This is an optimization exercise on Yosys and OpenROAD, whose aim is small area, a short achievable clock period and few clock cycles per item, not a production implementation.
Function was checked by simulation only, so behaviour that the tests miss may differ from the original.
Power figures rest on the tool's default switching activity, not on a simulated workload.

== run D ==
Design shay_core, start of the top module:
module shay_core (
    input  wire        clk,
    input  wire        rst,
    input  wire        cmd_valid,
    output wire        cmd_ready,
    input  wire [15:0] cmd,
    output wire        rsp_valid,
    input  wire        rsp_ready,
    output wire        rsp_ok,
    output wire [31:0] rsp_data,
    output wire [20:0] status
);
export LEC_CHECK = 0
export CAP_MARGIN = 20
export CORE_MARGIN = 2
export CORE_UTILIZATION = 45
export CTS_CLUSTER_DIAMETER = 80
export CTS_CLUSTER_SIZE = 20
export SLEW_MARGIN = 20
export SYNTH_HIERARCHICAL = 1
export SYNTH_MINIMUM_KEEP_SIZE = 0
create_clock -name core_clock -period 15.0 [get_ports {clk}]
standard.sh (not shown) runs the stock make flow with config.mk's settings and CLKGATE_MAP_FILE= SYNTH_SCRIPT=/design/flow/synth_recipe.tcl, a recipe that flattens the netlist after the stock synthesis.
==> flow/flow/run.sh <==
#!/bin/bash
# Standard ORFS layout (standard.sh) with a tighter setup repair target:
# repair_timing aims for 8.5 ns of setup slack at the design's 15 ns clock.
set -euo pipefail
bash standard.sh SETUP_SLACK_MARGIN=8.5 finish > flow_standard.log 2>&1
Testbench counts of run D, summed over its fixed seeds: cycles 42,822, bytes 13,260.
## Diff of input files: run E against run D
--- a/flow/design.v
+++ b/flow/design.v
@@ -34,23 +34,23 @@
     reg        fin2;                  
     reg        hold;                  
     reg [1:0]  mode;
     reg [1:0]  cause;
     reg [15:0] tval;
     reg        rspv;
     reg        rspok;
     reg [3:0]  widx;
     reg        hrd;                   
     reg [31:0] rspd;
     reg        rhex;                  
-    reg [3:0]  rnv;                   
+    reg [2:0]  rnib;                  
     wire [5:0] bp = lenb[5:0];        
     wire [2:0] gq = bp[5:3];          
     wire busy = rspv || hold || pend;
     assign cmd_ready = !busy && !rst;
     assign rsp_valid = rspv;
     assign rsp_ok    = rspok;
     assign status    = {tval, cause, mode, busy};
     wire [3:0] op   = cmd[15:12];
     wire [3:0] rz   = cmd[11:8];
     wire [7:0] imm8 = cmd[7:0];
     wire rz0  = (rz == 4'd0);
@@ -98,24 +98,23 @@
     always @(*) begin
         case (sidx)
             4'd0:    hword = h0;
             4'd1:    hword = h1;
             4'd2:    hword = h2;
             4'd3:    hword = h3;
             4'd4:    hword = h4;
             default: hword = ivk << nblk;
         endcase
     end
     wire [31:0] rsp_val = hword & {32{rsp_g}};
-    wire [3:0]  nib_val = hword[(7 - imm8[2:0]) * 4 +: 4];
-    wire [3:0] hex_nib  = rnv;
+    wire [3:0] hex_nib  = rspd[(7 - rnib) * 4 +: 4];
     wire [7:0] hex_char = (hex_nib <= 4'd9) ? (8'h30 + {4'd0, hex_nib})
                                             : (8'h57 + {4'd0, hex_nib});
     assign rsp_data = rhex ? {24'd0, hex_char} : rspd;
     function [31:0] mix_5_7(input [31:0] n);
         mix_5_7 = {n[26:0], n[31:27]} | (n >> 7) | (n << 7);
     endfunction
     function [31:0] mix_30_2(input [31:0] n);
         mix_30_2 = {n[1:0], n[31:2]} | (n >> 2) | (n << 2);
     endfunction
     function [31:0] mix_1_3(input [31:0] n);
         mix_1_3 = {n[30:0], n[31]} | (n >> 3) | (n << 3);
@@ -218,23 +217,23 @@
             fin2  <= 1'b0;
             hold  <= 1'b0;
             mode  <= M_ACTIVE;
             cause <= 2'd0;
             tval  <= 16'd0;
             rspv  <= 1'b0;
             rspok <= 1'b0;
             widx  <= 4'd0;
             hrd   <= 1'b0;
             rspd  <= 32'd0;
             rhex  <= 1'b0;
-            rnv   <= 4'd0;
+            rnib  <= 3'd0;
         end else begin
             if (rspv && rsp_ready)
                 rspv <= 1'b0;
             case (seq)
                 S_IDLE: begin
                     if (pend)
                         seq <= S_LOAD;
                 end
                 S_LOAD: begin
                     seq  <= S_RUN;
                     rc   <= 7'd0;
@@ -269,23 +268,23 @@
                 end
             endcase
             if (rel_rdh) begin
                 hold <= 1'b0;
                 rspv <= 1'b1;
                 rspd <= rsp_val;
                 rhex <= 1'b0;
             end
             if (accept) begin
                 rspd  <= rsp_val;
                 rhex  <= do_rdhex;
-                rnv   <= nib_val;
+                rnib  <= imm8[2:0];
                 rspv  <= 1'b1;
                 rspok <= do_cmd;
                 widx  <= imm8[3:0];
                 if (fault) begin
                     mode  <= M_ERROR;
                     cause <= fault_cause;
                     tval  <= cmd;
                 end
                 if (do_init) begin
                     h0 <= IV0; h1 <= IV1; h2 <= IV2; h3 <= IV3; h4 <= IV4;
                     a  <= IV0; b  <= IV1; c  <= IV2; d  <= IV3; e  <= IV4;
Looking at run D and run E, the global-route usage is a wash.
The final hold slack number comes out higher for run E vs run D.
Taking run D as the reference, in run E number of register bits inferred by synthesis closely matched the old numbers; critical path depth decreased by 3 relative to the old numbers; final cell area excluding filler cells decreased by about 0.8% relative to the old numbers.
Looking at least setup slack across all paths after layout, run E sits above run D.
Relative to run D, part of the power in the clock network decreased by 1.0 points in run E.
From run D to run E the numbers moved as follows: count of clock-buffer cells in the layout now smaller, detail-routed net length per standard cell now smaller, count of cells along the worst register-to-register path now larger, fraction of the mapped netlist area in adder cells comparable.
Testbench counts of run E, summed over its fixed seeds: cycles 42,822, bytes 13,260.

## static timing again, ports no longer ideal
No port has a modelled driver above. Below, the same layouts with a new extraction and two added sets of constraints.
Step 1 assumes that a clkbuf_16 drives the clock port and a buf_2 every other input.
Step 2 also shifts input and output timing later by t, the mid clock arrival at the registers, as if the neighbouring blocks saw the same clock.
Slacks: no drivers / after step 1 / after step 2; pairs: no drivers / after step 1.
run | t, ns | setup WS [ns] | worst hold slack (ns)
run D | 0.869 | 8.451 / 8.499 / 7.642 | 0.408 / 0.408 / 0.408
run E | 0.859 | 8.478 / 8.436 / 7.685 | 0.423 / 0.423 / 0.423
After both steps every run listed still meets setup and hold. For run D, which loses most, drivers alone change the setup slack by +0.048 ns; drivers and shift together by -0.809 ns.
